Source: an optimization exercise on an open RTL-to-GDS flow (aim: small area, a short achievable clock period and few clock cycles per item). Production flows keep margins and buffers that such runs may drop. The RTL was checked by simulation tests, not by an equivalence proof against the original design.

<file path="run.sh">
#!/bin/bash
# synth_recipe.tcl (not shown) runs the flow's synth.tcl, then flattens the netlist and writes it again
# the make line also repeats each setting of config.mk as NAME=value (left out here)
make -C /OpenROAD-flow-scripts/flow DESIGN_CONFIG=/design/flow/config.mk WORK_HOME=/design/flow/orfs CLKGATE_MAP_FILE= SYNTH_SCRIPT=/design/flow/synth_recipe.tcl finish
</file>
<file path="config.mk">
export PLATFORM = sky130hd
export DESIGN_NAME = cffu_chk
export DESIGN_NICKNAME = cffu_chk
export VERILOG_FILES = /design/flow/design.v
export SDC_FILE = /design/flow/constraint.sdc
export NUM_CORES = 4
export LEC_CHECK = 0
export CAP_MARGIN = 20
export CORE_MARGIN = 2
export CORE_UTILIZATION = 40
export SLEW_MARGIN = 20
</file>
<file path="constraint.sdc">
create_clock -name core_clock -period 8.0 [get_ports {clk}]
set_input_delay 1.6000 -clock core_clock [delete_from_list [all_inputs] [get_ports {clk}]]
set_output_delay 1.6000 -clock core_clock [all_outputs]
set_load 0.01 [all_outputs]
</file>
<file path="design.v">
module cffu_chk (
    input  wire        clk,
    input  wire        rst,           
    input  wire        cmd_valid,
    output wire        cmd_ready,
    input  wire        cmd_crc32,     
    input  wire [19:0] cmd_len,       
    input  wire [31:0] cmd_expect,    
    input  wire        in_valid,
    output wire        in_ready,
    input  wire [31:0] in_data,
    output reg         done,
    output wire [31:0] result,
    output reg         match
);
    localparam [31:0] CRC_POLY = 32'hEDB88320;
    reg         cr_q;         
    reg         rdy_q;        
    reg         st_ini;       
    reg         st_run;       
    reg         st_f1;        
    reg         st_f2;        
    reg         st_inv;       
    reg         st_fin;       
    reg  [4:0]  icnt;         
    reg         empty;        
    reg         alg_crc;
    reg  [1:0]  zpad;         
    reg  [31:0] expect_q;
    reg  [17:0] wcnt;         
    reg         wpart;        
    reg         last1;        
    reg  [31:0] in_q;
    reg         in_v, in_l;
    reg  [9:0]  sw_s;
    reg  [16:0] sw_w;
    reg         sw_v, sw_l;
    reg  [15:0] lo, hi;       
    reg         a16;          
    reg  [1:0]  bh;           
    assign cmd_ready = cr_q;
    assign in_ready  = rdy_q;
    assign result    = {hi, lo};
    wire accept = cmd_valid & cr_q;
    wire take   = in_valid & rdy_q;
    wire [17:0] len_w  = cmd_len[19:2];
    wire        len_p  = |cmd_len[1:0];
    wire        wc0    = (wcnt == 18'd0);
    wire        wc1    = (wcnt == 18'd1);
    wire        wc2    = (wcnt == 18'd2);
    reg [31:0] tmask;
    always @(*) begin
        case (zpad)
            2'd1:    tmask = 32'h00FFFFFF;
            2'd2:    tmask = 32'h0000FFFF;
            2'd3:    tmask = 32'h000000FF;
            default: tmask = 32'hFFFFFFFF;
        endcase
    end
    wire [31:0] in_m = in_data & (last1 ? tmask : 32'hFFFFFFFF);
    wire [7:0] d0 = in_q[7:0], d1 = in_q[15:8], d2 = in_q[23:16], d3 = in_q[31:24];
    wire [9:0]  s_sum = {2'd0, d0} + {2'd0, d1} + {2'd0, d2} + {2'd0, d3};
    reg  [16:0] v_sum;
    always @(*) begin
        case (zpad)
            2'd0: v_sum = {7'd0, d0, 2'd0} + {8'd0, d1, 1'b0} + {9'd0, d1} + {8'd0, d2, 1'b0} + {9'd0, d3};
            2'd1: v_sum = 17'd65521 + {8'd0, d0, 1'b0} + {9'd0, d0} + {8'd0, d1, 1'b0} + {9'd0, d2};
            2'd2: v_sum = 17'd65521 + {8'd0, d0, 1'b0} + {9'd0, d1} - {9'd0, d3};
            default: v_sum = 17'd65521 + {9'd0, d0} - {9'd0, d2} - {8'd0, d3, 1'b0};
        endcase
    end
    wire ge_a = (&lo[15:4]) & (|lo[3:0]);
    wire ge_b = (&hi[15:4]) & (|hi[3:0]);
    wire fa   = a16   | (st_f2 & ge_a);
    wire fb0  = bh[0] | (st_f2 & ge_b);
    wire fb1  = bh[1];
    wire [16:0] a_fold = {13'd0, fa, fa, fa, fa};
    wire [17:0] b_fold = {12'd0, fb1, fb0, 4'd0} - {16'd0, fb1, fb0};         
    wire [2:0]  a_top  = {a16, lo[15:14]};
    wire [17:0] a4_lo  = sw_v ? {2'd0, lo[13:0], 2'd0} : 18'd0;
    wire [17:0] a4_hi  = sw_v ? {11'd0, a_top, 4'd0} - {15'd0, a_top} : 18'd0;  
    wire [16:0] a_nx   = {1'b0, lo} + a_fold + {7'd0, sw_s};
    wire [17:0] b_nx   = {2'd0, hi} + b_fold + a4_lo + a4_hi + {1'b0, sw_w};
    function [31:0] crc32_word(input [31:0] r_in, input [31:0] d);
        integer i;
        reg [31:0] r;
        begin
            r = r_in ^ d;
            for (i = 0; i < 32; i = i + 1)
                r = r[0] ? ((r >> 1) ^ CRC_POLY) : (r >> 1);
            crc32_word = r;
        end
    endfunction
    function [31:0] crc32_unbit(input [31:0] r);
        reg [31:0] t;
        begin
            t = r[31] ? (r ^ CRC_POLY) : r;
            crc32_unbit = {t[30:0], r[31]};
        end
    endfunction
    wire [31:0] crc_c  = {hi, lo};
    wire [31:0] crc_nx = ~crc32_word(~crc_c, in_q);
    wire [31:0] crc_iv = ~crc32_unbit(~crc_c);
    wire crc_last   = st_run & alg_crc & in_v & in_l;
    wire adl_last   = st_run & !alg_crc & sw_v & sw_l;
    wire inv_last   = st_inv & (icnt == 5'd0);
    wire to_fin     = (crc_last & (zpad == 2'd0)) | (st_ini & empty & alg_crc) | st_f2 | inv_last;
    always @(posedge clk) begin
        if (cr_q) begin
            alg_crc  <= cmd_crc32;
            zpad     <= -cmd_len[1:0];
            expect_q <= cmd_expect;
            empty    <= (cmd_len == 20'd0);
        end
        if (cr_q) begin
            wcnt  <= len_w;
            wpart <= len_p;
            last1 <= (len_w == 18'd1 && !len_p) || (len_w == 18'd0 && len_p);
        end else if (take) begin
            if (!wc0) wcnt <= wcnt - 18'd1;
            else      wpart <= 1'b0;
            last1 <= (wc2 && !wpart) || (wc1 && wpart);
        end
        in_q <= in_m;
        sw_s <= in_v ? s_sum : 10'd0;
        sw_w <= in_v ? v_sum : 17'd0;
        if (st_ini) begin
            lo  <= alg_crc ? 16'd0 : 16'd1;
            hi  <= alg_crc ? 16'd0 : 16'hFFF1 - {14'd0, zpad};
            a16 <= 1'b0;
            bh  <= 2'd0;
        end else if (alg_crc) begin
            if (st_run & in_v)
                {hi, lo} <= crc_nx;
            else if (st_inv)
                {hi, lo} <= crc_iv;
        end else if ((st_run & sw_v) | st_f1 | st_f2) begin
            {a16, lo} <= a_nx;
            {bh, hi}  <= b_nx;
        end
        if (st_ini)
            icnt <= {zpad, 3'b000} - 5'd1;
        else if (st_inv)
            icnt <= icnt - 5'd1;
        if (rst) begin
            cr_q   <= 1'b1;
            rdy_q  <= 1'b0;
            st_ini <= 1'b0;
            st_run <= 1'b0;
            st_f1  <= 1'b0;
            st_f2  <= 1'b0;
            st_inv <= 1'b0;
            st_fin <= 1'b0;
            done   <= 1'b0;
            match  <= 1'b0;
            in_v   <= 1'b0;
            in_l   <= 1'b0;
            sw_v   <= 1'b0;
            sw_l   <= 1'b0;
        end else begin
            in_v <= take;
            in_l <= take & last1;
            sw_v <= in_v;
            sw_l <= in_l;
            done  <= st_fin;
            match <= ({hi, lo} == expect_q);
            st_ini <= accept;
            st_run <= (st_ini & !empty) | (st_run & !crc_last & !adl_last);
            st_f1  <= adl_last | (st_ini & empty & !alg_crc);
            st_f2  <= st_f1;
            st_inv <= (crc_last & (zpad != 2'd0)) | (st_inv & !inv_last);
            st_fin <= to_fin;
            cr_q   <= to_fin | (cr_q & !accept);
            if (accept)
                rdy_q <= (cmd_len != 20'd0);
            else if (take & last1)
                rdy_q <= 1'b0;
        end
    end
endmodule
</file>
==> notes.md <==
-- routing by layer --
metal / routed length [um] / up-vias / share of wire (%) / track usage, %
met2: 25000 / 405 / 48 / 41.3
met5: 0 / - / 0 / 0
met1: 21400 / 6039 / 41 / 30.7
li1: - / 5705 / - / -
met4: 2150 / 0 / 4.1 / 10.5
met3: 3210 / 95 / 6.2 / 4.51
-- worst reg2reg max path, delay by kind of cell (launching register included) --
family | cells | cell delay, ps
AO/OA/AOI/OAI | 10 | 2480
buffers and inverters | 5 | 350
multiplexers | 1 | 210
AND/OR/NAND/NOR | 3 | 880
adder cells (fa/ha/maj) | 5 | 2010
flip-flops | 1 | 500
-- cell families after synthesis --
family | Yosys count | synth area share [%]
compound gates | 278 | 10.6
xor+xnor | 404 | 25.4
fa+ha+maj | 252 | 23.7
buf+inv | 204 | 4.62
flops | 169 | 25.8
mux | 7 | 0.441
other cells | 2 | 0.0449
simple gates | 307 | 9.37
-- cell usage in the layout, fill, tap and decap left out, drive strengths merged, types with 71 or more instances in the layout --
cell | synthesis | layout
clkdlybuf4s50 | 0 | 124
dfxtp | 76 | 76
xnor2 | 287 | 287
ha | 143 | 143
nand2 | 71 | 71
inv | 155 | 163
xor2 | 104 | 104
edfxtp | 93 | 93
fa | 109 | 109
o21ai | 72 | 72
-- final cells by class --
cell class,count,share of cell area (%)
clock inverter,14,0.871
multi-input combinational,1261,60.8
timing repair buffer,140,7.08
clock buffer,18,2.34
sequential,169,22.4
tap,532,3.46
inverter,156,3.04
-- how the worst min path moves through the flow --
stage | start | end | slack (ps) | cells past startpoint
floorplan | st_fin$_SDFF_PP0_ | done$_SDFF_PP0_ | 410 | 1
finish | st_f1$_SDFF_PP0_ | st_f2$_SDFF_PP0_ | 470 | 1
CTS | st_f1$_SDFF_PP0_ | st_f2$_SDFF_PP0_ | 480 | 1
detailed placement | st_f1$_SDFF_PP0_ | st_f2$_SDFF_PP0_ | 470 | 1
global route | st_f1$_SDFF_PP0_ | st_f2$_SDFF_PP0_ | 490 | 1
global placement | st_f1$_SDFF_PP0_ | st_f2$_SDFF_PP0_ | 450 | 1
-- registers in the layout, indices dropped and copies added, names as in the netlist, 2 cells and up --
register,count
in_q,32
zpad,2
sw_s,10
bh,2
lo,16
hi,16
sw_w,17
wcnt,18
expect_q,32
icnt,5
-- per-stage QoR --
stage	area, um2	util, %	std cells
3_5_place_dp	18600	45.3	2258
2_1_floorplan	16800	-	1634
5_1_grt	19200	46.8	2290
3_3_place_gp	18600	45.3	2258
6_report	19200	46.8	2290
4_1_cts	19200	46.8	2290
-- synth_stat cells (19+ instances only) --
| cell type | instances | area share [%] |
|---|---|---|
| nor2b_1 | 24 | 0.90 |
| edfxtp_1 | 93 | 17 |
| inv_1 | 155 | 3.5 |
| clkbuf_1 | 39 | 0.87 |
| nor2_1 | 66 | 1.5 |
| a221oi_1 | 19 | 0.99 |
| a21o_1 | 27 | 1.2 |
| and2_1 | 33 | 1.2 |
| o21ai_0 | 63 | 1.9 |
| nand2_1 | 71 | 1.6 |
| a21oi_1 | 67 | 2.0 |
| dfxtp_1 | 76 | 9.1 |
| xor2_1 | 88 | 4.6 |
| ha_1 | 143 | 11 |
| xnor2_1 | 260 | 14 |
| fa_1 | 109 | 13 |
==> impl_metrics.csv <==
group,metric,value,unit
cts,worst_skew_pair.late_latency,490,ps
worst_setup_path,crit_path_end_kind,"flop",
floorplan,chipHeight,209,um
worst_setup_path,critical_path.most_common_cell,"inv_1",
worst_setup_path,slowest_delay,860,ps
timing,rsz0062_at_grt,"no",
route,vias,12200,
cts,cts.sinks,169,
worst_setup_path,rrSetupSlack,1430,ps
yosys,syn_area,0.0167,mm2
worst_setup_path,reg2reg_depth,24,
cells_and_area,drive_above_1_share,6.31,%
timing,holdWs,472,ps
min_path,hp-class,"flop to flop",
cells_and_area,diodes,0,
cells_and_area,area_delta_synth_final,14.9,%
cts,numCtsBuffers,17,
cts,clockBufferDepth,2,
worst_setup_path,cp_slowest_cell,"a2111oi_0",
floorplan,start_util,40.7,%
floorplan,fp.dieArea,0.0435,mm2
cells_and_area,fill_cells,3912,
placement,dp_hpwl,41200,um
grt,grt_pass1_vias,12600,
cts,ctsHtreeMaxLevel,4,
route,drc,0,
yosys,ys_warn_count,1,
worst_setup_path,reg2reg_from,"hi[1]$_DFFE_PP_",
yosys,yosysUniqueCellTypes,70,
timing,relSlewSlack,30.0,%
yosys,synthCells,1623,
route,ant_nets,0,
worst_setup_path,critPathTopFamily,"compound AO/OA/AOI/OAI gates",
grt,grt_pass1_wl,78600,um
cells_and_area,num-nets-final,2086,
cts,cts_tree,"built",
run,cap_violations,0,
grt,grt_max_degree,45,
worst_setup_path,arrival,6930,ps
worst_setup_path,path_cells,"nor4_1 -> nor4_1 -> or2_2 -> inv_1 -> ha_1 -> inv_1 -> fa_1 -> inv_1 -> fa_1 -> inv_1 -> fa_1 -> inv_1 -> ha_1 -> a21oi_1 -> o21bai_1 -> a21oi_1 -> o21bai_1 -> a21oi_1 -> o21bai_1 -> a2111oi_0 -> o31ai_1 -> a21oi_1 -> mux2i_1 -> a211oi_1",
timing,hold_viol_final,0,
timing,finalCritPeriodShare,82.2,%
timing,finClkSkew,13.2,ps
timing,fin_crit,6570,ps
placement,place_ws,1540,ps
yosys,syn_avg_cell_area,10.3,um2
timing,worstMarginPinSlew,1050,ps
grt,antenna_found_initial,0,
timing,setup_violations,0,
yosys,synth-seq-cells,169,
route,drt_pass1_iterations,5,
floorplan,fp.coreArea,0.0411,mm2
floorplan,rows,74,
worst_setup_path,cp_max_fo,5,
grt,overflow,0,
worst_setup_path,crit_start,"hi[1]$_DFFE_PP_",
yosys,synth_edf_count,93,
worst_setup_path,cp.buffers_inverters,5,
cts,cts_hold_buffers,0,
cts,cts_root_buffer,"clkbuf_16",
cts,cts.reportedPaths.clkPinSlew,80,ps
route,wl_per_cell,22.6,um
cells_and_area,register_area,0.00432,mm2
cts,cts.repair.resized,0,
timing,slew_viol_final,0,
run_status,status,"finished clean",
worst_setup_path,endpoint,"bh[1]$_SDFFE_PP0P_",
cells_and_area,multi_input_area,0.0117,mm2
floorplan,die_x,209,um
yosys,ys_async_sr_fraction,0,%
worst_setup_path,crit_cells,24,
worst_setup_path,worstSetupStartpointType,"flop",
timing,tns,0,ps
route,drt_iter0_drc,938,
grt,track_usage,24.4,%
route,drt-total-wl,51800,um
cts,post_cts_buffers,0,
route,viasPerCell,5.35,
yosys,synthFlopType,"edfxtp_1",
placement,port_buffers,124,
floorplan,ioPinCount,125,
worst_setup_path,required,8360,ps
yosys,synth.yosys.seq_area_share,25.8,%
worst_setup_path,path_class,"flop to flop",
timing,max_freq,152,MHz
timing,fin_ws,1430,ps
placement,place_congestion,0.932,
worst_setup_path,reg2reg_to,"bh[1]$_SDFFE_PP0P_",
Testbench counts, summed over its fixed seeds: cycles 46,872, bytes 184,073.

## port drivers added, routing unchanged
The flow's constraints put no driver on any port. The routed layout listed below was extracted and timed again, unchanged, in two steps.
Step 1: set_driving_cell puts a clkbuf_16 on clk and a buf_2 on each other input, an assumption about the parent block.
Step 2, shift: input delay + t, output delay - t, t = (earliest + latest rising clock arrival at the registers) / 2. This alone moves slack from input paths to output paths.
Three values: no drivers, after step 1, after step 2; two values: the first two.
shift t [ns]: 0.537
setup WS [ns]: 1.425 / 1.425 / 1.425
slew at the worst register clock pin (ns): 0.08 / 0.08
After both steps this run still meets setup and hold. The setup slack of this run moves by 0.000 ns with the drivers and by 0.000 ns with both steps.
